This is an optimization exercise on Yosys and OpenROAD, whose aim is small area, a short achievable clock period and few clock cycles, not a production implementation.
Function was checked by simulation only, so behaviour that the tests miss may differ from the original.

==> flow/design.v <==
module jel_fsel (
    input  wire        clk,
    input  wire        rst,           
    input  wire        qt_we,
    input  wire [5:0]  qt_addr,
    input  wire [15:0] qt_wdata,
    input  wire        cmd_valid,
    output wire        cmd_ready,
    input  wire        cmd_op,        
    input  wire [6:0]  cmd_arg,       
    input  wire [6:0]  cmd_pool,      
    input  wire [15:0] cmd_nlevels,   
    output reg         rsp_valid,
    output reg  [7:0]  rsp_code,      
    output reg  [6:0]  rsp_result,
    output reg  [6:0]  nfreqs,
    input  wire [5:0]  freq_addr,
    output reg  [5:0]  freq_data
);
    function [4:0] qcode8(input [7:0] q);
        case (q)
        8'd1: qcode8 = 5'd30;
        8'd2: qcode8 = 5'd29;
        8'd3: qcode8 = 5'd28;
        8'd4: qcode8 = 5'd27;
        8'd5: qcode8 = 5'd26;
        8'd6: qcode8 = 5'd25;
        8'd7: qcode8 = 5'd24;
        8'd8: qcode8 = 5'd23;
        8'd9: qcode8 = 5'd22;
        8'd10: qcode8 = 5'd21;
        8'd11: qcode8 = 5'd20;
        8'd12: qcode8 = 5'd19;
        8'd13: qcode8 = 5'd18;
        8'd14: qcode8 = 5'd17;
        8'd15: qcode8 = 5'd16;
        8'd16: qcode8 = 5'd15;
        8'd17: qcode8 = 5'd15;
        8'd18: qcode8 = 5'd14;
        8'd19: qcode8 = 5'd13;
        8'd20: qcode8 = 5'd12;
        8'd21: qcode8 = 5'd12;
        8'd22: qcode8 = 5'd11;
        8'd23: qcode8 = 5'd11;
        8'd24: qcode8 = 5'd10;
        8'd25: qcode8 = 5'd10;
        8'd26: qcode8 = 5'd9;
        8'd27: qcode8 = 5'd9;
        8'd28: qcode8 = 5'd9;
        8'd29: qcode8 = 5'd8;
        8'd30: qcode8 = 5'd8;
        8'd31: qcode8 = 5'd8;
        8'd32: qcode8 = 5'd7;
        8'd33: qcode8 = 5'd7;
        8'd34: qcode8 = 5'd7;
        8'd35: qcode8 = 5'd7;
        8'd36: qcode8 = 5'd7;
        8'd37: qcode8 = 5'd6;
        8'd38: qcode8 = 5'd6;
        8'd39: qcode8 = 5'd6;
        8'd40: qcode8 = 5'd6;
        8'd41: qcode8 = 5'd6;
        8'd42: qcode8 = 5'd6;
        8'd43: qcode8 = 5'd5;
        8'd44: qcode8 = 5'd5;
        8'd45: qcode8 = 5'd5;
        8'd46: qcode8 = 5'd5;
        8'd47: qcode8 = 5'd5;
        8'd48: qcode8 = 5'd5;
        8'd49: qcode8 = 5'd5;
        8'd50: qcode8 = 5'd5;
        8'd51: qcode8 = 5'd5;
        8'd52: qcode8 = 5'd4;
        8'd53: qcode8 = 5'd4;
        8'd54: qcode8 = 5'd4;
        8'd55: qcode8 = 5'd4;
        8'd56: qcode8 = 5'd4;
        8'd57: qcode8 = 5'd4;
        8'd58: qcode8 = 5'd4;
        8'd59: qcode8 = 5'd4;
        8'd60: qcode8 = 5'd4;
        8'd61: qcode8 = 5'd4;
        8'd62: qcode8 = 5'd4;
        8'd63: qcode8 = 5'd4;
        8'd64: qcode8 = 5'd3;
        8'd65: qcode8 = 5'd3;
        8'd66: qcode8 = 5'd3;
        8'd67: qcode8 = 5'd3;
        8'd68: qcode8 = 5'd3;
        8'd69: qcode8 = 5'd3;
        8'd70: qcode8 = 5'd3;
        8'd71: qcode8 = 5'd3;
        8'd72: qcode8 = 5'd3;
        8'd73: qcode8 = 5'd3;
        8'd74: qcode8 = 5'd3;
        8'd75: qcode8 = 5'd3;
        8'd76: qcode8 = 5'd3;
        8'd77: qcode8 = 5'd3;
        8'd78: qcode8 = 5'd3;
        8'd79: qcode8 = 5'd3;
        8'd80: qcode8 = 5'd3;
        8'd81: qcode8 = 5'd3;
        8'd82: qcode8 = 5'd3;
        8'd83: qcode8 = 5'd3;
        8'd84: qcode8 = 5'd3;
        8'd85: qcode8 = 5'd3;
        8'd86: qcode8 = 5'd2;
        8'd87: qcode8 = 5'd2;
        8'd88: qcode8 = 5'd2;
        8'd89: qcode8 = 5'd2;
        8'd90: qcode8 = 5'd2;
        8'd91: qcode8 = 5'd2;
        8'd92: qcode8 = 5'd2;
        8'd93: qcode8 = 5'd2;
        8'd94: qcode8 = 5'd2;
        8'd95: qcode8 = 5'd2;
        8'd96: qcode8 = 5'd2;
        8'd97: qcode8 = 5'd2;
        8'd98: qcode8 = 5'd2;
        8'd99: qcode8 = 5'd2;
        8'd100: qcode8 = 5'd2;
        8'd101: qcode8 = 5'd2;
        8'd102: qcode8 = 5'd2;
        8'd103: qcode8 = 5'd2;
        8'd104: qcode8 = 5'd2;
        8'd105: qcode8 = 5'd2;
        8'd106: qcode8 = 5'd2;
        8'd107: qcode8 = 5'd2;
        8'd108: qcode8 = 5'd2;
        8'd109: qcode8 = 5'd2;
        8'd110: qcode8 = 5'd2;
        8'd111: qcode8 = 5'd2;
        8'd112: qcode8 = 5'd2;
        8'd113: qcode8 = 5'd2;
        8'd114: qcode8 = 5'd2;
        8'd115: qcode8 = 5'd2;
        8'd116: qcode8 = 5'd2;
        8'd117: qcode8 = 5'd2;
        8'd118: qcode8 = 5'd2;
        8'd119: qcode8 = 5'd2;
        8'd120: qcode8 = 5'd2;
        8'd121: qcode8 = 5'd2;
        8'd122: qcode8 = 5'd2;
        8'd123: qcode8 = 5'd2;
        8'd124: qcode8 = 5'd2;
        8'd125: qcode8 = 5'd2;
        8'd126: qcode8 = 5'd2;
        8'd127: qcode8 = 5'd2;
        8'd128: qcode8 = 5'd1;
        8'd129: qcode8 = 5'd1;
        8'd130: qcode8 = 5'd1;
        8'd131: qcode8 = 5'd1;
        8'd132: qcode8 = 5'd1;
        8'd133: qcode8 = 5'd1;
        8'd134: qcode8 = 5'd1;
        8'd135: qcode8 = 5'd1;
        8'd136: qcode8 = 5'd1;
        8'd137: qcode8 = 5'd1;
        8'd138: qcode8 = 5'd1;
        8'd139: qcode8 = 5'd1;
        8'd140: qcode8 = 5'd1;
        8'd141: qcode8 = 5'd1;
        8'd142: qcode8 = 5'd1;
        8'd143: qcode8 = 5'd1;
        8'd144: qcode8 = 5'd1;
        8'd145: qcode8 = 5'd1;
        8'd146: qcode8 = 5'd1;
        8'd147: qcode8 = 5'd1;
        8'd148: qcode8 = 5'd1;
        8'd149: qcode8 = 5'd1;
        8'd150: qcode8 = 5'd1;
        8'd151: qcode8 = 5'd1;
        8'd152: qcode8 = 5'd1;
        8'd153: qcode8 = 5'd1;
        8'd154: qcode8 = 5'd1;
        8'd155: qcode8 = 5'd1;
        8'd156: qcode8 = 5'd1;
        8'd157: qcode8 = 5'd1;
        8'd158: qcode8 = 5'd1;
        8'd159: qcode8 = 5'd1;
        8'd160: qcode8 = 5'd1;
        8'd161: qcode8 = 5'd1;
        8'd162: qcode8 = 5'd1;
        8'd163: qcode8 = 5'd1;
        8'd164: qcode8 = 5'd1;
        8'd165: qcode8 = 5'd1;
        8'd166: qcode8 = 5'd1;
        8'd167: qcode8 = 5'd1;
        8'd168: qcode8 = 5'd1;
        8'd169: qcode8 = 5'd1;
        8'd170: qcode8 = 5'd1;
        8'd171: qcode8 = 5'd1;
        8'd172: qcode8 = 5'd1;
        8'd173: qcode8 = 5'd1;
        8'd174: qcode8 = 5'd1;
        8'd175: qcode8 = 5'd1;
        8'd176: qcode8 = 5'd1;
        8'd177: qcode8 = 5'd1;
        8'd178: qcode8 = 5'd1;
        8'd179: qcode8 = 5'd1;
        8'd180: qcode8 = 5'd1;
        8'd181: qcode8 = 5'd1;
        8'd182: qcode8 = 5'd1;
        8'd183: qcode8 = 5'd1;
        8'd184: qcode8 = 5'd1;
        8'd185: qcode8 = 5'd1;
        8'd186: qcode8 = 5'd1;
        8'd187: qcode8 = 5'd1;
        8'd188: qcode8 = 5'd1;
        8'd189: qcode8 = 5'd1;
        8'd190: qcode8 = 5'd1;
        8'd191: qcode8 = 5'd1;
        8'd192: qcode8 = 5'd1;
        8'd193: qcode8 = 5'd1;
        8'd194: qcode8 = 5'd1;
        8'd195: qcode8 = 5'd1;
        8'd196: qcode8 = 5'd1;
        8'd197: qcode8 = 5'd1;
        8'd198: qcode8 = 5'd1;
        8'd199: qcode8 = 5'd1;
        8'd200: qcode8 = 5'd1;
        8'd201: qcode8 = 5'd1;
        8'd202: qcode8 = 5'd1;
        8'd203: qcode8 = 5'd1;
        8'd204: qcode8 = 5'd1;
        8'd205: qcode8 = 5'd1;
        8'd206: qcode8 = 5'd1;
        8'd207: qcode8 = 5'd1;
        8'd208: qcode8 = 5'd1;
        8'd209: qcode8 = 5'd1;
        8'd210: qcode8 = 5'd1;
        8'd211: qcode8 = 5'd1;
        8'd212: qcode8 = 5'd1;
        8'd213: qcode8 = 5'd1;
        8'd214: qcode8 = 5'd1;
        8'd215: qcode8 = 5'd1;
        8'd216: qcode8 = 5'd1;
        8'd217: qcode8 = 5'd1;
        8'd218: qcode8 = 5'd1;
        8'd219: qcode8 = 5'd1;
        8'd220: qcode8 = 5'd1;
        8'd221: qcode8 = 5'd1;
        8'd222: qcode8 = 5'd1;
        8'd223: qcode8 = 5'd1;
        8'd224: qcode8 = 5'd1;
        8'd225: qcode8 = 5'd1;
        8'd226: qcode8 = 5'd1;
        8'd227: qcode8 = 5'd1;
        8'd228: qcode8 = 5'd1;
        8'd229: qcode8 = 5'd1;
        8'd230: qcode8 = 5'd1;
        8'd231: qcode8 = 5'd1;
        8'd232: qcode8 = 5'd1;
        8'd233: qcode8 = 5'd1;
        8'd234: qcode8 = 5'd1;
        8'd235: qcode8 = 5'd1;
        8'd236: qcode8 = 5'd1;
        8'd237: qcode8 = 5'd1;
        8'd238: qcode8 = 5'd1;
        8'd239: qcode8 = 5'd1;
        8'd240: qcode8 = 5'd1;
        8'd241: qcode8 = 5'd1;
        8'd242: qcode8 = 5'd1;
        8'd243: qcode8 = 5'd1;
        8'd244: qcode8 = 5'd1;
        8'd245: qcode8 = 5'd1;
        8'd246: qcode8 = 5'd1;
        8'd247: qcode8 = 5'd1;
        8'd248: qcode8 = 5'd1;
        8'd249: qcode8 = 5'd1;
        8'd250: qcode8 = 5'd1;
        8'd251: qcode8 = 5'd1;
        8'd252: qcode8 = 5'd1;
        8'd253: qcode8 = 5'd1;
        8'd254: qcode8 = 5'd1;
        8'd255: qcode8 = 5'd1;
        default: qcode8 = 5'd30;
        endcase
    endfunction
    function [4:0] ncode8(input [7:0] n);
        case (n)
        8'd0: ncode8 = 5'd0;
        8'd1: ncode8 = 5'd1;
        8'd2: ncode8 = 5'd2;
        8'd3: ncode8 = 5'd3;
        8'd4: ncode8 = 5'd4;
        8'd5: ncode8 = 5'd5;
        8'd6: ncode8 = 5'd6;
        8'd7: ncode8 = 5'd7;
        8'd8: ncode8 = 5'd8;
        8'd9: ncode8 = 5'd9;
        8'd10: ncode8 = 5'd10;
        8'd11: ncode8 = 5'd11;
        8'd12: ncode8 = 5'd12;
        8'd13: ncode8 = 5'd13;
        8'd14: ncode8 = 5'd14;
        8'd15: ncode8 = 5'd15;
        8'd16: ncode8 = 5'd16;
        8'd17: ncode8 = 5'd16;
        8'd18: ncode8 = 5'd17;
        8'd19: ncode8 = 5'd18;
        8'd20: ncode8 = 5'd19;
        8'd21: ncode8 = 5'd19;
        8'd22: ncode8 = 5'd20;
        8'd23: ncode8 = 5'd20;
        8'd24: ncode8 = 5'd21;
        8'd25: ncode8 = 5'd21;
        8'd26: ncode8 = 5'd22;
        8'd27: ncode8 = 5'd22;
        8'd28: ncode8 = 5'd22;
        8'd29: ncode8 = 5'd23;
        8'd30: ncode8 = 5'd23;
        8'd31: ncode8 = 5'd23;
        8'd32: ncode8 = 5'd24;
        8'd33: ncode8 = 5'd24;
        8'd34: ncode8 = 5'd24;
        8'd35: ncode8 = 5'd24;
        8'd36: ncode8 = 5'd24;
        8'd37: ncode8 = 5'd25;
        8'd38: ncode8 = 5'd25;
        8'd39: ncode8 = 5'd25;
        8'd40: ncode8 = 5'd25;
        8'd41: ncode8 = 5'd25;
        8'd42: ncode8 = 5'd25;
        8'd43: ncode8 = 5'd26;
        8'd44: ncode8 = 5'd26;
        8'd45: ncode8 = 5'd26;
        8'd46: ncode8 = 5'd26;
        8'd47: ncode8 = 5'd26;
        8'd48: ncode8 = 5'd26;
        8'd49: ncode8 = 5'd26;
        8'd50: ncode8 = 5'd26;
        8'd51: ncode8 = 5'd26;
        8'd52: ncode8 = 5'd27;
        8'd53: ncode8 = 5'd27;
        8'd54: ncode8 = 5'd27;
        8'd55: ncode8 = 5'd27;
        8'd56: ncode8 = 5'd27;
        8'd57: ncode8 = 5'd27;
        8'd58: ncode8 = 5'd27;
        8'd59: ncode8 = 5'd27;
        8'd60: ncode8 = 5'd27;
        8'd61: ncode8 = 5'd27;
        8'd62: ncode8 = 5'd27;
        8'd63: ncode8 = 5'd27;
        8'd64: ncode8 = 5'd28;
        8'd65: ncode8 = 5'd28;
        8'd66: ncode8 = 5'd28;
        8'd67: ncode8 = 5'd28;
        8'd68: ncode8 = 5'd28;
        8'd69: ncode8 = 5'd28;
        8'd70: ncode8 = 5'd28;
        8'd71: ncode8 = 5'd28;
        8'd72: ncode8 = 5'd28;
        8'd73: ncode8 = 5'd28;
        8'd74: ncode8 = 5'd28;
        8'd75: ncode8 = 5'd28;
        8'd76: ncode8 = 5'd28;
        8'd77: ncode8 = 5'd28;
        8'd78: ncode8 = 5'd28;
        8'd79: ncode8 = 5'd28;
        8'd80: ncode8 = 5'd28;
        8'd81: ncode8 = 5'd28;
        8'd82: ncode8 = 5'd28;
        8'd83: ncode8 = 5'd28;
        8'd84: ncode8 = 5'd28;
        8'd85: ncode8 = 5'd28;
        8'd86: ncode8 = 5'd29;
        8'd87: ncode8 = 5'd29;
        8'd88: ncode8 = 5'd29;
        8'd89: ncode8 = 5'd29;
        8'd90: ncode8 = 5'd29;
        8'd91: ncode8 = 5'd29;
        8'd92: ncode8 = 5'd29;
        8'd93: ncode8 = 5'd29;
        8'd94: ncode8 = 5'd29;
        8'd95: ncode8 = 5'd29;
        8'd96: ncode8 = 5'd29;
        8'd97: ncode8 = 5'd29;
        8'd98: ncode8 = 5'd29;
        8'd99: ncode8 = 5'd29;
        8'd100: ncode8 = 5'd29;
        8'd101: ncode8 = 5'd29;
        8'd102: ncode8 = 5'd29;
        8'd103: ncode8 = 5'd29;
        8'd104: ncode8 = 5'd29;
        8'd105: ncode8 = 5'd29;
        8'd106: ncode8 = 5'd29;
        8'd107: ncode8 = 5'd29;
        8'd108: ncode8 = 5'd29;
        8'd109: ncode8 = 5'd29;
        8'd110: ncode8 = 5'd29;
        8'd111: ncode8 = 5'd29;
        8'd112: ncode8 = 5'd29;
        8'd113: ncode8 = 5'd29;
        8'd114: ncode8 = 5'd29;
        8'd115: ncode8 = 5'd29;
        8'd116: ncode8 = 5'd29;
        8'd117: ncode8 = 5'd29;
        8'd118: ncode8 = 5'd29;
        8'd119: ncode8 = 5'd29;
        8'd120: ncode8 = 5'd29;
        8'd121: ncode8 = 5'd29;
        8'd122: ncode8 = 5'd29;
        8'd123: ncode8 = 5'd29;
        8'd124: ncode8 = 5'd29;
        8'd125: ncode8 = 5'd29;
        8'd126: ncode8 = 5'd29;
        8'd127: ncode8 = 5'd29;
        8'd128: ncode8 = 5'd30;
        8'd129: ncode8 = 5'd30;
        8'd130: ncode8 = 5'd30;
        8'd131: ncode8 = 5'd30;
        8'd132: ncode8 = 5'd30;
        8'd133: ncode8 = 5'd30;
        8'd134: ncode8 = 5'd30;
        8'd135: ncode8 = 5'd30;
        8'd136: ncode8 = 5'd30;
        8'd137: ncode8 = 5'd30;
        8'd138: ncode8 = 5'd30;
        8'd139: ncode8 = 5'd30;
        8'd140: ncode8 = 5'd30;
        8'd141: ncode8 = 5'd30;
        8'd142: ncode8 = 5'd30;
        8'd143: ncode8 = 5'd30;
        8'd144: ncode8 = 5'd30;
        8'd145: ncode8 = 5'd30;
        8'd146: ncode8 = 5'd30;
        8'd147: ncode8 = 5'd30;
        8'd148: ncode8 = 5'd30;
        8'd149: ncode8 = 5'd30;
        8'd150: ncode8 = 5'd30;
        8'd151: ncode8 = 5'd30;
        8'd152: ncode8 = 5'd30;
        8'd153: ncode8 = 5'd30;
        8'd154: ncode8 = 5'd30;
        8'd155: ncode8 = 5'd30;
        8'd156: ncode8 = 5'd30;
        8'd157: ncode8 = 5'd30;
        8'd158: ncode8 = 5'd30;
        8'd159: ncode8 = 5'd30;
        8'd160: ncode8 = 5'd30;
        8'd161: ncode8 = 5'd30;
        8'd162: ncode8 = 5'd30;
        8'd163: ncode8 = 5'd30;
        8'd164: ncode8 = 5'd30;
        8'd165: ncode8 = 5'd30;
        8'd166: ncode8 = 5'd30;
        8'd167: ncode8 = 5'd30;
        8'd168: ncode8 = 5'd30;
        8'd169: ncode8 = 5'd30;
        8'd170: ncode8 = 5'd30;
        8'd171: ncode8 = 5'd30;
        8'd172: ncode8 = 5'd30;
        8'd173: ncode8 = 5'd30;
        8'd174: ncode8 = 5'd30;
        8'd175: ncode8 = 5'd30;
        8'd176: ncode8 = 5'd30;
        8'd177: ncode8 = 5'd30;
        8'd178: ncode8 = 5'd30;
        8'd179: ncode8 = 5'd30;
        8'd180: ncode8 = 5'd30;
        8'd181: ncode8 = 5'd30;
        8'd182: ncode8 = 5'd30;
        8'd183: ncode8 = 5'd30;
        8'd184: ncode8 = 5'd30;
        8'd185: ncode8 = 5'd30;
        8'd186: ncode8 = 5'd30;
        8'd187: ncode8 = 5'd30;
        8'd188: ncode8 = 5'd30;
        8'd189: ncode8 = 5'd30;
        8'd190: ncode8 = 5'd30;
        8'd191: ncode8 = 5'd30;
        8'd192: ncode8 = 5'd30;
        8'd193: ncode8 = 5'd30;
        8'd194: ncode8 = 5'd30;
        8'd195: ncode8 = 5'd30;
        8'd196: ncode8 = 5'd30;
        8'd197: ncode8 = 5'd30;
        8'd198: ncode8 = 5'd30;
        8'd199: ncode8 = 5'd30;
        8'd200: ncode8 = 5'd30;
        8'd201: ncode8 = 5'd30;
        8'd202: ncode8 = 5'd30;
        8'd203: ncode8 = 5'd30;
        8'd204: ncode8 = 5'd30;
        8'd205: ncode8 = 5'd30;
        8'd206: ncode8 = 5'd30;
        8'd207: ncode8 = 5'd30;
        8'd208: ncode8 = 5'd30;
        8'd209: ncode8 = 5'd30;
        8'd210: ncode8 = 5'd30;
        8'd211: ncode8 = 5'd30;
        8'd212: ncode8 = 5'd30;
        8'd213: ncode8 = 5'd30;
        8'd214: ncode8 = 5'd30;
        8'd215: ncode8 = 5'd30;
        8'd216: ncode8 = 5'd30;
        8'd217: ncode8 = 5'd30;
        8'd218: ncode8 = 5'd30;
        8'd219: ncode8 = 5'd30;
        8'd220: ncode8 = 5'd30;
        8'd221: ncode8 = 5'd30;
        8'd222: ncode8 = 5'd30;
        8'd223: ncode8 = 5'd30;
        8'd224: ncode8 = 5'd30;
        8'd225: ncode8 = 5'd30;
        8'd226: ncode8 = 5'd30;
        8'd227: ncode8 = 5'd30;
        8'd228: ncode8 = 5'd30;
        8'd229: ncode8 = 5'd30;
        8'd230: ncode8 = 5'd30;
        8'd231: ncode8 = 5'd30;
        8'd232: ncode8 = 5'd30;
        8'd233: ncode8 = 5'd30;
        8'd234: ncode8 = 5'd30;
        8'd235: ncode8 = 5'd30;
        8'd236: ncode8 = 5'd30;
        8'd237: ncode8 = 5'd30;
        8'd238: ncode8 = 5'd30;
        8'd239: ncode8 = 5'd30;
        8'd240: ncode8 = 5'd30;
        8'd241: ncode8 = 5'd30;
        8'd242: ncode8 = 5'd30;
        8'd243: ncode8 = 5'd30;
        8'd244: ncode8 = 5'd30;
        8'd245: ncode8 = 5'd30;
        8'd246: ncode8 = 5'd30;
        8'd247: ncode8 = 5'd30;
        8'd248: ncode8 = 5'd30;
        8'd249: ncode8 = 5'd30;
        8'd250: ncode8 = 5'd30;
        8'd251: ncode8 = 5'd30;
        8'd252: ncode8 = 5'd30;
        8'd253: ncode8 = 5'd30;
        8'd254: ncode8 = 5'd30;
        8'd255: ncode8 = 5'd30;
        endcase
    endfunction
    function ge5(input [4:0] a, input [4:0] b);
        integer n;
        begin
            ge5 = 1'b1;
            for (n = 0; n < 5; n = n + 1)
                ge5 = (a[n] & ~b[n]) | ((a[n] | ~b[n]) & ge5);
        end
    endfunction
    function ge6(input [6:0] a, input [5:0] b);
        integer n;
        begin
            ge6 = 1'b1;
            for (n = 0; n < 6; n = n + 1)
                ge6 = (a[n] & ~b[n]) | ((a[n] | ~b[n]) & ge6);
            ge6 = ge6 | a[6];
        end
    endfunction
    reg  [4:0] code [0:63];
    wire       wr_nz = qt_we && (qt_wdata != 16'd0);
    wire [4:0] wcode = (qt_wdata[15:8] != 8'd0) ? 5'd0 : qcode8(qt_wdata[7:0]);
    wire [4:0] wdat = wcode | {5{rst}};
    integer i;
    always @(posedge clk) begin
        for (i = 0; i < 64; i = i + 1)
            if (rst || (wr_nz && qt_addr == i[5:0]))
                code[i] <= wdat;
    end
    reg [63:0] unwr;
    always @* begin
        for (i = 0; i < 64; i = i + 1)
            unwr[i] = &code[i];
    end
    wire loaded = ~|unwr;
    assign cmd_ready = 1'b1;
    wire acc = cmd_valid && !rst;
    wire [4:0] nthr = (cmd_nlevels[15:8] != 8'd0) ? 5'd31 : ncode8(cmd_nlevels[7:0]);
    wire q_epos  = (cmd_arg > 7'd63);
    wire s_epool = (cmd_pool > 7'd64);
    wire e_pos   = !cmd_op && q_epos;
    wire e_pool  = cmd_op && s_epool;
    wire e_unl   = !(cmd_op ? s_epool : q_epos) && !loaded;
    wire sel_ok  = cmd_op && !s_epool && loaded;
    wire [4:0] qcode = code[cmd_arg[5:0]];
    reg        r_sel, r_qual, r_epos, r_epool, r_eunl;
    reg [4:0]  sthr;     
    reg [6:0]  pool;
    always @(posedge clk) begin
        rsp_valid <= acc;
        if (acc) begin
            r_sel   <= sel_ok;
            r_qual  <= !cmd_op && !q_epos && loaded && ge5(qcode, nthr);
            r_epos  <= e_pos;
            r_epool <= e_pool;
            r_eunl  <= e_unl;
        end
        if (acc && cmd_op && !s_epool)
            sthr <= nthr;
        if (rst || wr_nz)
            pool <= 7'd0;
        else if (acc && sel_ok)
            pool <= cmd_pool;
    end
    reg [63:0] mask;
    always @* begin
        for (i = 0; i < 64; i = i + 1)
            mask[i] = ge5(code[i], sthr);
    end
    function [3:0] cnt8(input [7:0] m);
        reg a0, a1, b0, b1, c0, c1, d0, d1, e0, e1, f0, f1;
        begin
            a0 = m[0] ^ m[1] ^ m[2];  a1 = (m[0] & m[1]) | (m[2] & (m[0] | m[1]));
            b0 = m[3] ^ m[4] ^ m[5];  b1 = (m[3] & m[4]) | (m[5] & (m[3] | m[4]));
            c0 = m[6] ^ m[7];         c1 = m[6] & m[7];
            d0 = a0 ^ b0 ^ c0;        d1 = (a0 & b0) | (c0 & (a0 | b0));
            e0 = a1 ^ b1 ^ c1;        e1 = (a1 & b1) | (c1 & (a1 | b1));
            f0 = e0 ^ d1;             f1 = e0 & d1;
            cnt8 = {e1 & f1, e1 ^ f1, f0, d0};
        end
    endfunction
    reg [3:0] g8 [0:7];
    reg [4:0] s76, s54, s32, s10;
    reg [5:0] o8 [0:7];
    reg [6:0] total;
    always @* begin
        for (i = 0; i < 8; i = i + 1)
            g8[i] = cnt8(mask[8*i +: 8]);
        s76 = g8[7] + g8[6];
        s54 = g8[5] + g8[4];
        s32 = g8[3] + g8[2];
        s10 = g8[1] + g8[0];
        o8[7] = 6'd0;
        o8[6] = g8[7];
        o8[5] = s76;
        o8[4] = s76 + g8[5];
        o8[3] = s76 + s54;
        o8[2] = o8[3] + g8[3];
        o8[1] = o8[3] + s32;
        o8[0] = o8[1] + g8[1];
        total = o8[3] + (s32 + s10);
    end
    wire [6:0] nsel = (total < pool) ? total : pool;
    always @* begin
        nfreqs     = nsel;
        rsp_code   = {3'b000, r_epos | r_epool | r_eunl, r_epos, r_eunl,
                      r_epool | r_eunl, r_epos | r_epool | r_eunl};
        rsp_result = r_sel ? nsel : {6'd0, r_qual};
    end
    reg [7:0] lt;        
    reg [7:0] osel;      
    reg [2:0] oidx;
    reg [7:0] om;
    reg [2:0] oo, r, lpos;
    reg [2:0] lc;
    integer b;
    always @* begin
        for (i = 0; i < 8; i = i + 1)
            lt[i] = !ge6({1'b0, freq_addr}, o8[i]);
        for (i = 0; i < 8; i = i + 1)
            osel[i] = (i == 0 ? 1'b1 : lt[i-1]) & !lt[i];
        oidx = 3'd0;
        om   = 8'd0;
        oo   = 3'd0;
        for (i = 0; i < 8; i = i + 1) begin
            oidx = oidx | ({3{osel[i]}} & i[2:0]);
            om   = om   | ({8{osel[i]}} & mask[8*i +: 8]);
            oo   = oo   | ({3{osel[i]}} & o8[i][2:0]);
        end
        r    = freq_addr[2:0] - oo;
        lc   = 3'd0;
        lpos = 3'd0;
        for (b = 7; b >= 0; b = b - 1) begin
            if (om[b] && lc == r) lpos = lpos | b[2:0];
            lc = lc + om[b];
        end
        freq_data = {oidx, lpos};
    end
endmodule
==> flow/flow/run.sh <==
#!/bin/bash
# Layout flow: the standard flow (standard.sh) with buf_2 cells as the
# port buffers, and timing repair aiming for extra setup slack.
set -euo pipefail
export BUFFER_PORTS_ARGS="-buffer_cell sky130_fd_sc_hd__buf_2"
export SETUP_SLACK_MARGIN=17
bash standard.sh > standard.log 2>&1
==> flow/standard.sh <==
#!/bin/bash
# synth_recipe.tcl (not shown) runs the flow's synth.tcl, then flattens the netlist and writes it again
# the make line also repeats each setting of config.mk as NAME=value (left out here)
make -C /OpenROAD-flow-scripts/flow DESIGN_CONFIG=/design/flow/config.mk WORK_HOME=/design/flow/orfs CLKGATE_MAP_FILE= SYNTH_SCRIPT=/design/flow/synth_recipe.tcl "${@:-finish}"
==> flow/config.mk <==
export PLATFORM = sky130hd
export DESIGN_NAME = jel_fsel
export DESIGN_NICKNAME = jel_fsel
export VERILOG_FILES = /design/flow/design.v
export SDC_FILE = /design/flow/constraint.sdc
export NUM_CORES = 4
export LEC_CHECK = 0
export CAP_MARGIN = 20
export CORE_MARGIN = 2
export CORE_UTILIZATION = 40
export CTS_BUF_LIST = sky130_fd_sc_hd__clkbuf_4
export SLEW_MARGIN = 20
==> flow/constraint.sdc <==
create_clock -name core_clock -period 35.0 [get_ports {clk}]
set_input_delay 7.0000 -clock core_clock [delete_from_list [all_inputs] [get_ports {clk}]]
set_output_delay 7.0000 -clock core_clock [all_outputs]
set_load 0.01 [all_outputs]
==> results of run 1 <==
## repair_timing
item                                    4_1_cts  5_1_grt
pin swaps                                    53       18
buffers inserted                             49        5
gates resized for setup                     105       25
endpoints found under the setup margin        3        3
cloned                                        3        0
## worst max path at each step
stage,from,endpoint,slack (ps)
6_report,freq_addr[0],freq_data[0],15960
5_1_grt,sthr[0],freq_data[0],15710
4_1_cts,freq_addr[0],freq_data[0],16000
3_5_place_dp,freq_addr[0],freq_data[0],15590
3_3_place_gp,freq_addr[0],freq_data[0],15570
2_1_floorplan,freq_addr[0],freq_data[0],16350
## registers in the layout, summed over array words and instances, names as in the netlist
| signal | count |
|---|---|
| code | 320 |
| pool | 7 |
| sthr | 5 |
| r_epool | 1 |
| r_epos | 1 |
| r_eunl | 1 |
| r_qual | 1 |
| r_sel | 1 |
| rsp_valid | 1 |
## area by class of cell
| class | instances | area, µm² |
|---|---|---|
| clock inverter | 29 | 121 |
| sequential | 338 | 10100 |
| antenna | 3 | 7.51 |
| tap | 765 | 957 |
| inverter | 140 | 526 |
| fill | 5477 | 30900 |
| multi-input combinational | 1609 | 12900 |
| timing repair buffer | 186 | 1320 |
| clock buffer | 123 | 923 |
## stage by stage
| step | area, µm² | hold WS (ps) | setup WS, ps |
|---|---|---|---|
| 6_report | 26800 | 507 | 15960 |
| 5_1_grt | 26800 | 543 | 15710 |
| 4_1_cts | 26700 | 511 | 16000 |
| 3_5_place_dp | 24700 | 496 | 15590 |
| 3_3_place_gp | 24700 | 482 | 15570 |
| 2_1_floorplan | 23400 | 460 | 16350 |
## synthesized netlist by cell type, types with 15 or more instances
cell type	count	area [µm²]
edfxtp_1	330	9910
maj3_1	194	1940
nand2_1	192	721
inv_1	135	507
nand3_1	127	636
nor2_1	88	330
o21ai_0	88	440
nand2b_1	85	532
clkbuf_1	76	285
ha_1	76	951
a21oi_1	61	305
fa_1	53	1060
maj3_2	51	574
and3_1	45	282
nand4_1	41	257
a22oi_1	32	240
a32oi_1	32	280
a31oi_1	24	150
mux2i_1	22	220
nor3_1	22	110
a21o_1	21	158
and2_1	21	131
xor2_1	18	158
nor2b_1	16	100
a221oi_1	15	131
buf_1	15	56.3
buf_2	15	75.1
o22ai_1	15	93.8
xnor2_1	15	131
## cells by family after synthesis
kind of cell,Yosys count,share of synthesized area
AOI/OAI and AO/OA,422,0.130
adders and majority gates,374,0.194
and+or+nand+nor,736,0.167
buffers and inverters,259,0.0447
DFF,338,0.432
other,2,0.000322
muxes,35,0.0167
xor gates and xnor gates,37,0.0157
## critical path, cell delays in order
cell and delay, ps:
buf_12 110, nand2b_4 130, maj3_2 290, maj3_2 300, maj3_2 340, maj3_2 380
o211ai_1 200, mux2i_1 120, or4_4 550, inv_2 70, fa_1 420, inv_1 80
ha_2 170, inv_2 30, fa_1 510, inv_2 60, ha_4 270, ha_4 190
xor2_1 160, nand2_1 120, nor4b_2 60, a2111o_1 350, buf_2 140
## routing by layer
metal / up-vias / routed length, µm
li1: 8687 / -
met1: 10200 / 38800
met2: 1498 / 44600
met3: 405 / 12400
met4: 12 / 8630
met5: - / 89
==> run summary, run 1 <==
CP required=28000 ps; Fin Setup TNS=0 ps; Rows=roughly 90; mean routed wirelength per cell=between 30 and 40 µm; met1 Track Usage GR=0.426; Tcrit/Tclk final=0.544; gr ovfl total=0; Port Buffer Count=88; hold endpoint=pool[4]; status=complete, no violations; Post-synth top flop=edfxtp_1; Core Box Area=57700 µm²; Fmax=0.0525 GHz; HP Class=reg -> reg; Worst-Margin Slew=~1200 ps; Num Clock Sinks=approximately 340; Syn. warnings=4; HPWL after DPL=74500 µm; Slew HR=0.196; Final Hold Viols=0; GP Congestion=~1.0; mapped cell area=23300 µm²; Post-Layout Cell Count=3193; sequential share of the synthesized area=0.432; root buffer cell=clkbuf_4; routed vias=20800; worst flop-to-flop path startpoint=code[48][4]; MaxCap Viol Count=0; first-pass GRT wire length=147000 µm; DP Cell Count=between 2000 and 3000; synth unique cells=96; Reg2Reg Depth=9; Clock Skews=53.6 ps; TritonRoute pass-1 iters=8; drc violations=0; share of layout cells above drive strength 1=0.215; vias in the first global route=around 20000; RR Endpoint=pool[0]; Worst Hold Depth=2; IO Pins=93; Worst Min Path Start=pool[4]; cts hold-fix bufs=0; met2 Use GR=0.509; Overall Global Routing Usage=0.343; register-to-register setup slack=about 31000 ps; Final min period=19040 ps; arrival time worst endpoint=12040 ps; grt peak-use layer=met2; ys async rst share=0; CTS tree=done; GRT met3 Usage=0.101; total die area=60300 µm²; Yosys reg bits=338; Worst setup SP type=primary input; Synth Area per Inst=10.6 µm²; Mapped Cells=2203; crit end category=output port; Reg clk slew, reported paths=60 ps; Post-Route WL=between 100000 and 150000 µm; clk buf depth=3; max-slew violations=0; final core utilization=0.465; crit path kind=in -> out; via density per instance=6.51; antenna violations before repair=7; Num CTS Buffers=89; Routed Antenna Nets=0; final setup fails=0; Nets=2556; Max FO, Critical Path=7; worst skew pair latency=890 ps; Area Growth Syn to Fin=15.0%; EDFF count, synth=330; die height=246 µm; die width=approximately 250 µm; H-tree depth=3; 1st-iter DRT viols=2683; Starting Density=0.404; RSZ-0062 raised after global routing=yes; largest net degree at the start of global routing=65; commonest cells after routing, fill and taps aside=330 x edfxtp_1, 188 x maj3_1, 187 x nand2_1; commonest non-fill, non-tap cell in the layout=edfxtp_1
Testbench counts, summed over its fixed seeds: cycles 768.
==> run 2, diff against run 1 <==
==> flow/flow/run.sh (replaced) <==
#!/bin/bash
# Layout flow: the standard flow (standard.sh) with buf_2 cells as the
# port buffers instead of the resizer's default choice.
set -euo pipefail
export BUFFER_PORTS_ARGS="-buffer_cell sky130_fd_sc_hd__buf_2"
bash standard.sh > standard.log 2>&1
==> run 2 against run 1 <==
Compared with the run above:
- still clean on timing, DRC and antenna
- flip-flop and latch count unchanged
- via count down 2.2%
- critical path depth increased by 23
- count of clock-buffer cells in the layout grew 2
- critical endpoint unchanged
==> run summary, run 2 <==
status=complete, no violations; gr ovfl total=0; crit end category=output port; Slew HR=0.102; area leader, netlist=edfxtp_1; Port Buffer Count=88; Post-synth top flop=edfxtp_1; Nets=2498; HP Class=reg -> reg; CP required=28000 ps; commonest non-fill, non-tap cell in the layout=edfxtp_1; clk buf depth=3; Worst path slowest cell=buf_4; Overall Global Routing Usage=0.329; final setup fails=0; postcts setup bufs=0; worst skew pair latency=870 ps; via density per instance=6.48; Critical Path End=freq_data[0]; Reg clk slew, reported paths=~70 ps; max-slew violations=0; MaxCap Viol Count=0; multi-input logic area=~12000 µm²; Num Clock Sinks=338; Worst setup SP type=flop; die width=between 200 and 250 µm; mapped cell area=roughly 23000 µm²; IO Pins=slightly above 90; sequential share of the synthesized area=0.432; antenna violations before repair=6; GP Congestion=1.05; TritonRoute pass-1 iters=6; arrival time worst endpoint=roughly 14000 ps; Syn. warnings=4; Max FO, Critical Path=36; Worst-Margin Slew=between 1000 and 1500 ps; ys async rst share=0; RSZ-0062 raised after global routing=no; drc violations=0; Area contributors post-synth=edfxtp_1 42%, maj3_1 8.3%, fa_1 4.5%, ha_1 4.1%, nand2_1 3.1%; Yosys top cell area share=0.425; Rows=a little under 90; final core utilization=0.446; 1st-iter DRT viols=2878; Setup crit start=sthr[0]; Reg2Reg Depth=9; count leader, synth=edfxtp_1; die height=246 µm; Area Growth Syn to Fin=10.4%; Synth Area per Inst=10.6 µm²; total die area=around 60000 µm²; routed vias=~20000; synth unique cells=96; commonest cells after routing, fill and taps aside=330 x edfxtp_1, 194 x maj3_1, 189 x nand2_1; cts repair resizes=0; mean routed wirelength per cell=around 32 µm; Yosys reg bits=338; Fin Setup TNS=0 ps; crit-path max cell delay=570 ps; top cells by count, synth=330 x edfxtp_1, 194 x maj3_1, 192 x nand2_1; FILL cells=around 5600; worst flop-to-flop path startpoint=code[15][1]; Most flops, register=code; Post-Route WL=100000 µm; Tcrit/Tclk final=0.589; Num CTS Buffers=88; Clock Skews=around 37 ps; root buffer cell=clkbuf_4; Fmax=a little under 0.05 GHz; EDFF count, synth=330; Routed Antenna Nets=0; crit path kind=reg -> out; RR Endpoint=pool[1]; crit-path most repeated cell=ha_1; share of layout cells above drive strength 1=0.163; Final min period=20620 ps; Largest register FFs=320; HPWL after DPL=73600 µm; Final Hold Viols=0; H-tree depth=3; cts hold-fix bufs=0; CTS tree=done; Core Box Area=57700 µm²; WHS=514 ps; register-to-register setup slack=30920 ps; Mapped Cells=2203; vias in the first global route=19500; largest net degree at the start of global routing=65; Largest regs=code (320), pool (7), sthr (5); first-pass GRT wire length=between 100000 and 150000 µm; Starting Density=0.404; Sequential Area=roughly 10000 µm²
run 2: cell counts after synthesis:
No cell type changed its count.
run 2: how the worst min path moves through the flow:
stage,from,end,slack [ps],cells after the start
final,pool[4],pool[4],510,2
after global routing,pool[2],pool[2],550,2
after CTS,pool[4],pool[4],510,2
after detailed placement,pool[4],pool[4],490,2
after global placement,pool[2],pool[2],490,2
after floorplan,pool[1],pool[1],460,2
run 2: worst max-delay path, delay by kind of cell, from the launching register on:
kind / cells / cell delay (ps)
DFF: 1 / 330
AOI/OAI and AO/OA: 11 / 2670
and+or+nand+nor: 6 / 1430
xor gates and xnor gates: 3 / 830
adders and majority gates: 17 / 5970
buffers and inverters: 9 / 1500
run 2: final cells by class:
class | count | share of cell area
sequential | 338 | 0.391
timing repair buffer | 130 | 0.0296
antenna | 3 | 0.000291
clock inverter | 28 | 0.00563
clock buffer | 125 | 0.0364
tap | 765 | 0.0372
multi-input combinational | 1608 | 0.480
inverter | 140 | 0.0204
run 2: stage by stage:
stage               area [µm²]  setup slack [ps]  instances
floorplan                23300             16190       2205
global placement         24600             15490       2980
detailed placement       24700             15370       2981
CTS                      25700             14430       3134
global route             25800             13810       3135
finish                   25800             14380       3137
run 2: cell families (layout without fill, tap and decap cells):
logic type | count (synthesis) | in the layout | synth area share
other cells | 2 | 7 | 0.000322
simple gates | 736 | 736 | 0.167
flops | 338 | 338 | 0.432
xor+xnor | 37 | 37 | 0.0157
fa+ha+maj | 374 | 374 | 0.194
buf+inv | 259 | 423 | 0.0447
mux | 35 | 35 | 0.0167
compound gates | 422 | 422 | 0.130
run 2: layer usage:
layer | vias up | track usage | part of all wire
met5 | - | 0 | 0.00050
met4 | 8 | 0.202 | 0.067
met3 | 326 | 0.0742 | 0.11
met2 | 1492 | 0.500 | 0.44
met1 | 9924 | 0.427 | 0.38
li1 | 8571 | - | -
==> run 3, diff against run 2 <==
--- a/flow/design.v
+++ b/flow/design.v
@@ -559,5 +559,5 @@
     wire [4:0] wcode = (qt_wdata[15:8] != 8'd0) ? 5'd0 : qcode8(qt_wdata[7:0]);
     wire [4:0] wdat = wcode | {5{rst}};
-    integer i;
+    integer i, b;
     always @(posedge clk) begin
         for (i = 0; i < 64; i = i + 1)
@@ -580,5 +580,19 @@
     wire e_unl   = !(cmd_op ? s_epool : q_epos) && !loaded;
     wire sel_ok  = cmd_op && !s_epool && loaded;
-    wire [4:0] qcode = code[cmd_arg[5:0]];
+    reg [7:0] adec_hi, adec_lo;
+    reg [4:0] qcode, qoct;
+    always @* begin
+        for (i = 0; i < 8; i = i + 1) begin
+            adec_hi[i] = (cmd_arg[5:3] == i[2:0]);
+            adec_lo[i] = (cmd_arg[2:0] == i[2:0]);
+        end
+        qcode = 5'd0;
+        for (i = 0; i < 8; i = i + 1) begin
+            qoct = 5'd0;
+            for (b = 0; b < 8; b = b + 1)
+                qoct = qoct | ({5{adec_lo[b]}} & code[8*i+b]);
+            qcode = qcode | ({5{adec_hi[i]}} & qoct);
+        end
+    end
     reg        r_sel, r_qual, r_epos, r_epool, r_eunl;
     reg [4:0]  sthr;     
@@ -651,5 +665,4 @@
     reg [2:0] oo, r, lpos;
     reg [2:0] lc;
-    integer b;
     always @* begin
         for (i = 0; i < 8; i = i + 1)
==> flow/flow/run.sh (replaced) <==
#!/bin/bash
# Layout flow: the standard flow (standard.sh) with buf_2 cells as the
# port buffers, and timing repair aiming for extra setup slack.
set -euo pipefail
export BUFFER_PORTS_ARGS="-buffer_cell sky130_fd_sc_hd__buf_2"
export SETUP_SLACK_MARGIN=17
bash standard.sh > standard.log 2>&1
==> run 3 against run 2 <==
Compared with the run above:
- still clean
- hold slack worse by 20 ps
- register-to-register slack better by 30 ps
- flip-flop and latch count unchanged
- highest routed layer unchanged
==> run summary, run 3 <==
crit end category=output port; antenna violations before repair=3; Worst Min Path Start=pool[5]; crit-path most repeated cell=maj3_2; area leader, netlist=edfxtp_1; vias in the first global route=17900; HPWL after DPL=between 50000 and 60000 µm; grt peak-use layer=met2; Fmax=0.0535 GHz; GP Congestion=~0.97; Final Hold Viols=0; Yosys top cell area share=0.450; Worst setup SP type=primary input; EDFF count, synth=330; Mapped Cells=1981; Port Buffer Count=88; Syn. warnings=4; commonest cells after routing, fill and taps aside=330 x edfxtp_1, 214 x maj3_1, 160 x nand2_1; Fin Setup TNS=0 ps; Clock Skews=49.2 ps; first-pass GRT wire length=119000 µm; Post-Route WL=between 80000 and 90000 µm; Worst path slowest cell=a222oi_1; Rows=86; CP Cell Sequence=buf_12 > nor2b_4 > maj3_2 > maj3_2 > maj3_2 > o21ai_4 > nor2_4 > a222oi_1 > nand4_1 > inv_1 > fa_1 > inv_1 > ha_2 > inv_2 > fa_1 > inv_2 > ha_4 > ha_4 > xor2_2 > nand3_1 > o211ai_2 > buf_2; Post-synth top flop=edfxtp_1; Synth Area per Inst=roughly 11 µm²; GRT met3 Usage=0.0823; count leader, synth=edfxtp_1; crit path kind=in -> out; clk buf depth=3; arrival time worst endpoint=11700 ps; IO Pins=between 90 and 100; mapped cell area=approximately 22000 µm²; max-slew violations=0; final setup fails=0; Routed Antenna Nets=0; status=complete, no violations; Most flops, register=code; 1st-iter DRT viols=2174; Final min period=18700 ps; Slew HR=0.197; share of layout cells above drive strength 1=0.215; WHS=around 500 ps; met1 Track Usage GR=0.359; Setup crit start=freq_addr[0]; HP Class=reg -> reg; mean routed wirelength per cell=28.2 µm; Starting Density=0.402; top cells by count, synth=330 x edfxtp_1, 246 x maj3_1, 162 x nand2_1; Num CTS Buffers=slightly below 90; Tcrit/Tclk final=0.534; Nets=~2300; largest net degree at the start of global routing=70; H-tree depth=3; root buffer cell=clkbuf_4; Overall Global Routing Usage=0.286; RSZ-0062 raised after global routing=yes; Worst Slack Setup Final=about 16000 ps; synth unique cells=84; total die area=around 57000 µm²; Num Clock Sinks=338; Area Growth Syn to Fin=16.3%; Core Box Area=roughly 55000 µm²; pre-CTS WS=15610 ps; die height=between 200 and 250 µm; DP Cell Count=approximately 2700; worst skew pair latency=860 ps; Reg clk slew, reported paths=60 ps; Worst-Margin Slew=1200 ps; CP required=between 20000 and 30000 ps; FILL cells=4997; Area contributors post-synth=edfxtp_1 45%, maj3_1 11%, a22oi_1 5.2%, fa_1 4.9%, ha_1 4.3%; Max FO, Critical Path=7; Yosys reg bits=around 340; MaxCap Viol Count=0; via density per instance=between 6 and 7; Largest register FFs=between 300 and 400; die width=around 240 µm; sequential share of the synthesized area=0.457; drc violations=0; worst flop-to-flop path startpoint=code[17][2]; Largest regs=code (320), pool (7), sthr (5); TritonRoute pass-1 iters=6; routed vias=18200; met2 Use GR=0.445; crit-path max cell delay=660 ps; commonest non-fill, non-tap cell in the layout=edfxtp_1; ys async rst share=0; Post-Layout Cell Count=2912; gr ovfl total=0; CTS tree=done
-- run 3: cell types whose count changed in the layout (fill, tap and decap cells not counted), moves of 15 or more --
cell,previous run,this run
buf_4,41,67
nand2_1,189,160
maj3_1,194,214
a22oi_1,32,149
a32oi_1,32,0
a41oi_1,0,21
nor2_1,86,68
a21oi_1,61,41
nand3_1,127,72
ha_1,76,58
ha_4,0,15
inv_1,134,99
o21ai_0,87,55
-- run 3: worst max-delay path, delay by kind of cell --
kind | cells | cell delay (ps)
fa+ha+maj | 8 | 2590
compound gates | 3 | 980
buf+inv | 6 | 550
simple gates | 4 | 420
xor+xnor | 1 | 140
-- run 3: final cells by class --
type	instances	area [µm²]	area share
clock inverters	29	148	0.00576
well taps	704	881	0.0344
flip-flops and latches	338	10100	0.393
diodes	2	5.00	0.000195
multi-input cells	1424	11800	0.460
inverters	116	454	0.0177
clock buffers	125	938	0.0366
repair buffers	174	1330	0.0519
-- run 3: final timing paths --
kind	end	slack, ps	depth (start not counted)
worst min register to register	pool[5]	490	2
worst max register to register	pool[6]	30950	8
worst min-delay path	pool[5]	490	2
worst max-delay path	freq_data[0]	16300	22
-- run 3: per-stage QoR --
stage,instance area [µm²],util
floorplan,22100,-
global placement,23200,0.423
detailed placement,23200,0.424
CTS,25200,0.460
global route,25600,0.468
finish,25600,0.468
-- run 3: routing by layer --
layer  share of wire  vias to the layer above
met4           0.055                        2
met5         0.00015                        -
met1            0.38                     8998
met2            0.45                     1075
met3            0.11                      234
li1                -                     7908
-- run 3: repair_timing --
action	in CTS	in global routing
buffers inserted	43	17
pin swaps	47	51
hold endpoints to repair	0	0
cloned	5	0
endpoints found under the setup margin	3	3
gates resized for setup	103	70
hold buffers	0	0
-- run 3: cells by family (layout without fill, tap and decap cells) --
kind of cell             count (synthesis)  in the layout  synth area share
multiplexers                            16             16           0.00914
AO/OA/AOI/OAI                          421            421             0.137
other                                    2              6          0.000341
buffers and inverters                  221            444            0.0397
adder cells (fa/ha/maj)                385            385             0.208
flip-flops                             338            338             0.457
XOR/XNOR                                34             34            0.0160
AND/OR/NAND/NOR                        564            564             0.133
Testbench counts of run 3, summed over its fixed seeds: cycles 768.
==> run 4, diff against run 3 <==
--- a/flow/design.v
+++ b/flow/design.v
@@ -559,5 +559,5 @@
     wire [4:0] wcode = (qt_wdata[15:8] != 8'd0) ? 5'd0 : qcode8(qt_wdata[7:0]);
     wire [4:0] wdat = wcode | {5{rst}};
-    integer i, b;
+    integer i;
     always @(posedge clk) begin
         for (i = 0; i < 64; i = i + 1)
@@ -571,7 +571,12 @@
     end
     wire loaded = ~|unwr;
+    wire [4:0] nthr = (cmd_nlevels[15:8] != 8'd0) ? 5'd31 : ncode8(cmd_nlevels[7:0]);
+    reg [63:0] adm;
+    always @* begin
+        for (i = 0; i < 64; i = i + 1)
+            adm[i] = ge5(code[i], nthr);
+    end
     assign cmd_ready = 1'b1;
     wire acc = cmd_valid && !rst;
-    wire [4:0] nthr = (cmd_nlevels[15:8] != 8'd0) ? 5'd31 : ncode8(cmd_nlevels[7:0]);
     wire q_epos  = (cmd_arg > 7'd63);
     wire s_epool = (cmd_pool > 7'd64);
@@ -580,6 +585,6 @@
     wire e_unl   = !(cmd_op ? s_epool : q_epos) && !loaded;
     wire sel_ok  = cmd_op && !s_epool && loaded;
-    reg [7:0] adec_hi, adec_lo;
-    reg [4:0] qcode, qoct;
+    reg [7:0] adec_hi, adec_lo, qoct;
+    reg       qadm;
     always @* begin
         for (i = 0; i < 8; i = i + 1) begin
@@ -587,14 +592,10 @@
             adec_lo[i] = (cmd_arg[2:0] == i[2:0]);
         end
-        qcode = 5'd0;
-        for (i = 0; i < 8; i = i + 1) begin
-            qoct = 5'd0;
-            for (b = 0; b < 8; b = b + 1)
-                qoct = qoct | ({5{adec_lo[b]}} & code[8*i+b]);
-            qcode = qcode | ({5{adec_hi[i]}} & qoct);
-        end
+        for (i = 0; i < 8; i = i + 1)
+            qoct[i] = |(adec_lo & adm[8*i +: 8]);
+        qadm = |(adec_hi & qoct);
     end
     reg        r_sel, r_qual, r_epos, r_epool, r_eunl;
-    reg [4:0]  sthr;     
+    reg [63:0] mask;
     reg [6:0]  pool;
     always @(posedge clk) begin
@@ -602,5 +603,5 @@
         if (acc) begin
             r_sel   <= sel_ok;
-            r_qual  <= !cmd_op && !q_epos && loaded && ge5(qcode, nthr);
+            r_qual  <= !cmd_op && !q_epos && loaded && qadm;
             r_epos  <= e_pos;
             r_epool <= e_pool;
@@ -608,5 +609,5 @@
         end
         if (acc && cmd_op && !s_epool)
-            sthr <= nthr;
+            mask <= adm;
         if (rst || wr_nz)
             pool <= 7'd0;
@@ -614,9 +615,4 @@
             pool <= cmd_pool;
     end
-    reg [63:0] mask;
-    always @* begin
-        for (i = 0; i < 64; i = i + 1)
-            mask[i] = ge5(code[i], sthr);
-    end
     function [3:0] cnt8(input [7:0] m);
         reg a0, a1, b0, b1, c0, c1, d0, d1, e0, e1, f0, f1;
@@ -665,4 +661,5 @@
     reg [2:0] oo, r, lpos;
     reg [2:0] lc;
+    integer b;
     always @* begin
         for (i = 0; i < 8; i = i + 1)
==> run 4 against run 3 <==
Compared with the run above:
- flip-flop and latch count is 59 higher
- register-to-register slack worse by 460 ps
- die area is 9.5% higher
- sequential share of layout area up 4.7 points
- still clean on timing, DRC and antenna
- synthesized cell count is 14% higher
- setup slack got worse by 410 ps
- clock skew down 16 ps
- hold slack lost 1.0 ps
- critical path depth is 1 higher
- global-route usage is 3.5 points lower
- cell count rose by 11%
==> run summary, run 4 <==
status=complete, no violations; Largest register FFs=320; Core Box Area=~60000 µm²; gr ovfl total=0; area leader, netlist=edfxtp_1; Area Growth Syn to Fin=11.4%; Post-Layout Cell Count=between 3000 and 4000; Reg2Reg Depth=9; Most flops, register=code; first-pass GRT wire length=approximately 120000 µm; vias in the first global route=19000; root buffer cell=clkbuf_4; Final min period=19110 ps; Max FO, Critical Path=8; Port Buffer Count=88; largest net degree at the start of global routing=82; register-to-register setup slack=30490 ps; Yosys top cell area share=0.483; Worst Min Path Start=pool[6]; worst skew pair latency=840 ps; arrival time worst endpoint=12110 ps; Area contributors post-synth=edfxtp_1 48%, fa_1 4.5%, nand2_1 4.0%, ha_1 3.9%, maj3_1 3.9%; Num CTS Buffers=96; mean routed wirelength per cell=24.5 µm; 1st-iter DRT viols=2168; routed vias=slightly below 20000; Nets=2568; TritonRoute pass-1 iters=6; complex-gate fraction of the synthesized area=0.166; EDFF count, synth=between 300 and 400; crit path kind=in -> out; sequential share of the synthesized area=0.490; Num Clock Sinks=397; largest family of logic cells by synthesized area=compound AO/OA/AOI/OAI gates; Worst-Margin Slew=1280 ps; Worst Hold Depth=2; IO Pins=93; DP Cell Count=3039; Starting Density=0.403; die height=250 µm; Worst setup SP type=primary input; WHS=493 ps; Worst Slack Setup Final=15890 ps; cts hold-fix bufs=0; Syn. warnings=4; MaxCap Viol Count=0; mapped cell area=24200 µm²; antenna violations before repair=7; share of layout cells above drive strength 1=0.152; clk buf depth=3; top cells by count, synth=389 x edfxtp_1, 256 x nand2_1, 138 x nor2_1; Rows=90; FILL cells=5681; multi-input logic area=11600 µm²; Final Hold Viols=0; Reg clk slew, reported paths=60 ps; Post-Synth Adder-Cell Area=0.127; Sequential Area=11800 µm²; commonest non-fill, non-tap cell in the layout=edfxtp_1; Post-synth top flop=edfxtp_1; Simple-Gate Fraction of Synth Area=0.144; GP Congestion=a little over 0.9; RSZ-0062 raised after global routing=yes; Synth Area in XOR/XNOR=0.0148; pre-CTS WS=about 16000 ps; RR Endpoint=r_qual; Clock Skews=33.0 ps; Mapped Cells=2263; H-tree depth=3; HP Class=reg -> reg; Fmax=0.0523 GHz; Post-Route WL=79000 µm; HPWL after DPL=54600 µm; crit end category=output port; Slew HR=0.140; Synth Area per Inst=10.7 µm²; hold endpoint=pool[6]; Yosys reg bits=about 400; Largest regs=code (320), mask (64), pool (7); mux cell area share after synthesis=0.0151; max-slew violations=0; CTS tree=done; Overall Global Routing Usage=0.251; count leader, synth=edfxtp_1; commonest cells after routing, fill and taps aside=389 x edfxtp_1, 254 x nand2_1, 136 x nor2_1; synth unique cells=92; worst flop-to-flop path startpoint=code[62][3]; die width=~250 µm; final setup fails=0; Routed Antenna Nets=0; CP required=28000 ps; ys async rst share=0; Tcrit/Tclk final=0.546; Fin Setup TNS=0 ps; via density per instance=6.06; drc violations=0; total die area=62400 µm²
-- run 4: final cells by class --
class	count	area share
Timing Repair Buffer	135	0.0311
Antenna cell	3	0.000279
Multi-Input combinational cell	1615	0.431
Tap cell	782	0.0363
Sequential cell	397	0.440
Clock buffer	135	0.0376
Clock inverter	34	0.00609
Inverter	130	0.0181
-- run 4: layer usage --
metal	wire (µm)	vias to the layer above	track usage	part of all wire
li1	-	8843	-	-
met1	31000	9527	0.321	0.39
met2	36200	994	0.399	0.46
met3	7270	229	0.0441	0.092
met4	4560	2	0.148	0.058
met5	13	-	0	0.00016
-- run 4: how the worst max path moves through the flow --
stage | from | cells after the start | slack, ps | end
finish | freq_addr[1] | 23 | 15890 | freq_data[0]
global route | freq_addr[1] | 23 | 15710 | freq_data[0]
CTS | freq_addr[0] | 23 | 15820 | freq_data[0]
detailed placement | freq_addr[0] | 23 | 15610 | freq_data[0]
global placement | freq_addr[0] | 23 | 15630 | freq_data[0]
floorplan | freq_addr[0] | 21 | 16280 | freq_data[0]
-- run 4: logic make-up after synthesis --
family / Yosys count
and+or+nand+nor: 730
AOI/OAI and AO/OA: 580
DFF: 397
buffers and inverters: 253
adders and majority gates: 233
xor gates and xnor gates: 37
muxes: 31
other: 2
-- run 4: per-stage QoR --
step / utilization / instance area, µm²
finish: 0.449 / 26900
global route: 0.449 / 26900
CTS: 0.445 / 26700
detailed placement: 0.423 / 25400
global placement: 0.423 / 25400
floorplan: - / 24200
-- run 4: repair_timing --
item	CTS	global route
endpoints found under the setup margin	3	3
buffers inserted	10	10
resized for setup	15	24
pin swaps	10	17
-- run 4: critical path, cell delays in order --
cell and delay [ps]:
buf_6 110, nor3b_2 160, o22ai_1 100, maj3_2 300
maj3_2 310, maj3_2 310, maj3_4 410, mux2i_4 220
a2111oi_4 380, fa_1 500, inv_1 80, ha_2 160
inv_2 40, fa_1 550, inv_2 60, ha_4 280
ha_4 190, xor2_1 150, o211ai_1 150, nor3_1 80
o21a_1 180, a211o_1 230, buf_6 130
Testbench counts of run 4, summed over its fixed seeds: cycles 768.
==> run 5, diff against run 4 <==
--- a/flow/design.v
+++ b/flow/design.v
@@ -559,5 +559,5 @@
     wire [4:0] wcode = (qt_wdata[15:8] != 8'd0) ? 5'd0 : qcode8(qt_wdata[7:0]);
     wire [4:0] wdat = wcode | {5{rst}};
-    integer i;
+    integer i, b;
     always @(posedge clk) begin
         for (i = 0; i < 64; i = i + 1)
@@ -571,12 +571,7 @@
     end
     wire loaded = ~|unwr;
-    wire [4:0] nthr = (cmd_nlevels[15:8] != 8'd0) ? 5'd31 : ncode8(cmd_nlevels[7:0]);
-    reg [63:0] adm;
-    always @* begin
-        for (i = 0; i < 64; i = i + 1)
-            adm[i] = ge5(code[i], nthr);
-    end
     assign cmd_ready = 1'b1;
     wire acc = cmd_valid && !rst;
+    wire [4:0] nthr = (cmd_nlevels[15:8] != 8'd0) ? 5'd31 : ncode8(cmd_nlevels[7:0]);
     wire q_epos  = (cmd_arg > 7'd63);
     wire s_epool = (cmd_pool > 7'd64);
@@ -585,6 +580,6 @@
     wire e_unl   = !(cmd_op ? s_epool : q_epos) && !loaded;
     wire sel_ok  = cmd_op && !s_epool && loaded;
-    reg [7:0] adec_hi, adec_lo, qoct;
-    reg       qadm;
+    reg [7:0] adec_hi, adec_lo;
+    reg [4:0] qcode, qoct;
     always @* begin
         for (i = 0; i < 8; i = i + 1) begin
@@ -592,10 +587,14 @@
             adec_lo[i] = (cmd_arg[2:0] == i[2:0]);
         end
-        for (i = 0; i < 8; i = i + 1)
-            qoct[i] = |(adec_lo & adm[8*i +: 8]);
-        qadm = |(adec_hi & qoct);
+        qcode = 5'd0;
+        for (i = 0; i < 8; i = i + 1) begin
+            qoct = 5'd0;
+            for (b = 0; b < 8; b = b + 1)
+                qoct = qoct | ({5{adec_lo[b]}} & code[8*i+b]);
+            qcode = qcode | ({5{adec_hi[i]}} & qoct);
+        end
     end
     reg        r_sel, r_qual, r_epos, r_epool, r_eunl;
-    reg [63:0] mask;
+    reg [4:0]  sthr;     
     reg [6:0]  pool;
     always @(posedge clk) begin
@@ -603,5 +602,5 @@
         if (acc) begin
             r_sel   <= sel_ok;
-            r_qual  <= !cmd_op && !q_epos && loaded && qadm;
+            r_qual  <= !cmd_op && !q_epos && loaded && ge5(qcode, nthr);
             r_epos  <= e_pos;
             r_epool <= e_pool;
@@ -609,5 +608,5 @@
         end
         if (acc && cmd_op && !s_epool)
-            mask <= adm;
+            sthr <= nthr;
         if (rst || wr_nz)
             pool <= 7'd0;
@@ -615,4 +614,9 @@
             pool <= cmd_pool;
     end
+    reg [63:0] mask;
+    always @* begin
+        for (i = 0; i < 64; i = i + 1)
+            mask[i] = ge5(code[i], sthr);
+    end
     function [3:0] cnt8(input [7:0] m);
         reg a0, a1, b0, b1, c0, c1, d0, d1, e0, e1, f0, f1;
@@ -661,5 +665,4 @@
     reg [2:0] oo, r, lpos;
     reg [2:0] lc;
-    integer b;
     always @* begin
         for (i = 0; i < 8; i = i + 1)
==> flow/flow/run.sh (replaced) <==
#!/bin/bash
# Layout flow: the standard flow (standard.sh) with
#  - a longer ABC mapping script (flow/abc_speed.script) in synthesis; the
#    rest of synthesis, and so every register, is as standard,
#  - buf_2 cells as the port buffers,
#  - timing repair aiming for extra setup slack.
set -euo pipefail
rm -rf scripts_abc
cp -r "$FLOW_HOME/scripts" scripts_abc
cp flow/abc_speed.script scripts_abc/abc_speed.script
export SCRIPTS_DIR="$PWD/scripts_abc"
export BUFFER_PORTS_ARGS="-buffer_cell sky130_fd_sc_hd__buf_2"
export SETUP_SLACK_MARGIN=17
bash standard.sh > standard.log 2>&1
==> flow/flow/abc_speed.script (new file) <==
strash
&get -n
&st
&syn2
&synch2
&dch -f
&nf -R 1000
&put
topo
stime -c
buffer -c
upsize -c
dnsize -c
--- a/flow/config.mk
+++ b/flow/config.mk
@@ -9,4 +9,6 @@
 export CORE_MARGIN = 2
 export CORE_UTILIZATION = 40
-export CTS_BUF_LIST = sky130_fd_sc_hd__clkbuf_4
+export CTS_BUF_LIST = sky130_fd_sc_hd__clkbuf_8
+export CTS_CLUSTER_DIAMETER = 50
+export CTS_CLUSTER_SIZE = 14
 export SLEW_MARGIN = 20
==> run 5 against run 4 <==
Compared with the run above:
- still clean
- die area decreased by 11%
- critical endpoint unchanged
- via count is 14% lower
- highest routed layer unchanged
- cell count shrank 17%
==> run summary, run 5 <==
status=complete, no violations; TritonRoute pass-1 iters=9; Tcrit/Tclk final=0.536; Final min period=18750 ps; share of layout cells above drive strength 1=0.155; sequential share of the synthesized area=0.468; total die area=55600 µm²; max-slew violations=0; Clock Skews=49.0 ps; root buffer cell=clkbuf_8; Routed Antenna Nets=0; final setup fails=0; largest net degree at the start of global routing=75; Max FO, Critical Path=5; cts hold-fix bufs=0; Num CTS Buffers=41; Syn. warnings=4; HP Class=reg -> reg; drc violations=0; RR Endpoint=pool[3]; Final Hold Viols=0; Synth Area per Inst=11.5 µm²; Core Box Area=52900 µm²; mean routed wirelength per cell=28.1 µm; worst skew pair latency=650 ps; synth unique cells=70; first-pass GRT wire length=around 110000 µm; Post-Layout Cell Count=2679; Port Buffer Count=88; crit path kind=in -> out; vias in the first global route=16400; 1st-iter DRT viols=2580; GP Congestion=0.967; antenna violations before repair=6; Rows=84; DP Cell Count=2576; count leader, synth=edfxtp_1; arrival time worst endpoint=between 10000 and 15000 ps; Worst-Margin Slew=1230 ps; Reg clk slew, reported paths=80 ps; CP Cell Sequence=buf_12 > nor2b_4 > maj3_2 > o21ai_2 > maj3_2 > maj3_2 > maj3_2 > nor2b_4 > nor2b_4 > a221oi_4 > nand3_2 > inv_2 > fa_1 > inv_1 > ha_2 > inv_2 > fa_1 > inv_2 > ha_4 > ha_4 > xnor2_2 > a2111oi_2 > a211o_1 > buf_2; Mapped Cells=1878; met2 Use GR=0.422; die width=236 µm; CP required=28000 ps; Starting Density=0.407; Critical Path End=freq_data[0]; top cells by count, synth=330 x edfxtp_1, 239 x maj3_1, 105 x inv_1; Yosys top cell area share=0.461; Post-synth top flop=edfxtp_1; via density per instance=6.33; Largest regs=code (320), pool (7), sthr (5); MaxCap Viol Count=0; routed vias=16900; Most flops, register=code; GRT met3 Usage=0.0552; commonest non-fill, non-tap cell in the layout=edfxtp_1; ys async rst share=0; Reg2Reg Depth=10; Worst Hold Depth=2; Slew HR=0.172; area leader, netlist=edfxtp_1; FILL cells=about 4900; register-to-register setup slack=30720 ps; met1 Track Usage GR=0.355; Yosys reg bits=roughly 340
==> run 5: layout make-up <==
class / instances / area [µm²] / share of cell area
Sequential cell: 338 / 10100 / 0.415
Antenna cell: 1 / 2.50 / 0.000103
Tap cell: 688 / 861 / 0.0355
Timing Repair Buffer: 143 / 962 / 0.0396
Clock inverter: 33 / 405 / 0.0167
Clock buffer: 42 / 578 / 0.0238
Inverter: 107 / 412 / 0.0170
Multi-Input combinational cell: 1327 / 11000 / 0.452
==> run 5: cells by family after synthesis <==
logic type | share of synthesized area
other cells | 0.000349
mux | 0.00151
xor+xnor | 0.0187
buf+inv | 0.0396
compound gates | 0.152
simple gates | 0.110
fa+ha+maj | 0.209
flops | 0.468
==> run 5: worst min-delay path by stage <==
stage             from  endpoint  slack (ps)
2_1_floorplan  pool[1]   pool[1]         460
3_3_place_gp   pool[1]   pool[1]         490
3_5_place_dp   pool[1]   pool[1]         500
4_1_cts        pool[1]   pool[1]         510
5_1_grt        pool[1]   pool[1]         540
6_report       pool[1]   pool[1]         510
==> run 5: metal layers <==
layer  wire [µm]  part of all wire  up-vias
li1            -                 -     7387
met1       30400              0.40     8350
met2       34300              0.46     1019
met3        7300             0.097      187
met4        3170             0.042        6
met5          36           0.00048        -
==> run 5: timing repair <==
| item | CTS | global route |
|---|---|---|
| setup buffers | 14 | 11 |
| gates cloned | 0 | 2 |
| resized for setup | 52 | 16 |
| pin swaps | 21 | 11 |
| endpoints found under the setup margin | 3 | 3 |
==> run 5: critical path, delay by kind of cell <==
kind                     cells  cell delay, ps
AND/OR/NAND/NOR              4             600
XOR/XNOR                     1             130
buffers and inverters        6             520
AO/OA/AOI/OAI                4             760
adder cells (fa/ha/maj)      9            2740
==> run 5: per-stage QoR <==
| stage | hold slack (ps) | cell area [µm²] | setup slack (ps) | utilization |
|---|---|---|---|---|
| final | 507 | 24300 | 16250 | 0.459 |
| after global routing | 538 | 24300 | 16020 | 0.459 |
| after CTS | 507 | 24100 | 16240 | 0.455 |
| after detailed placement | 496 | 22800 | 15430 | 0.430 |
| after global placement | 492 | 22800 | 15310 | 0.430 |
| after floorplan | 462 | 21600 | 16640 | - |
Testbench counts of run 5, summed over its fixed seeds: cycles 768.

[re-timing with driven ports]
No port has a modelled driver above. Below, the same layouts with a new extraction and two added sets of constraints.
Step 1 (the two cells are an assumption about what drives the block):
set clk [get_ports {clk}]
set_driving_cell -lib_cell sky130_fd_sc_hd__clkbuf_16 $clk
set_driving_cell -lib_cell sky130_fd_sc_hd__buf_2 [delete_from_list [all_inputs] $clk]
Step 2, shift: input delay + t, output delay - t, t = (earliest + latest rising clock arrival at the registers) / 2. This alone moves slack from input paths to output paths.
Slacks: no drivers / after step 1 / after step 2; pairs: no drivers / after step 1.
run	t, ns	setup WS [ns]	hold slack, ns	worst setup path after step 2	slew at the worst register clock pin (ns)
run 1	0.919	15.959 / 15.909 / 15.909	0.507 / 0.507 / 0.507	input to output	0.07 / 0.07
run 2	0.889	14.377 / 14.326 / 15.215	0.514 / 0.514 / 0.514	register to output	0.08 / 0.08
run 3	0.881	16.300 / 16.236 / 16.236	0.494 / 0.494 / 0.494	input to output	0.08 / 0.08
run 4	0.884	15.891 / 15.857 / 15.857	0.493 / 0.493 / 0.493	input to output	0.08 / 0.08
run 5	0.678	16.246 / 16.197 / 16.197	0.507 / 0.507 / 0.507	input to output	0.10 / 0.10
After both steps every run listed still meets setup and hold. The setup slack of run 3, which loses most, moves by -0.064 ns with the drivers and by -0.064 ns with both steps.
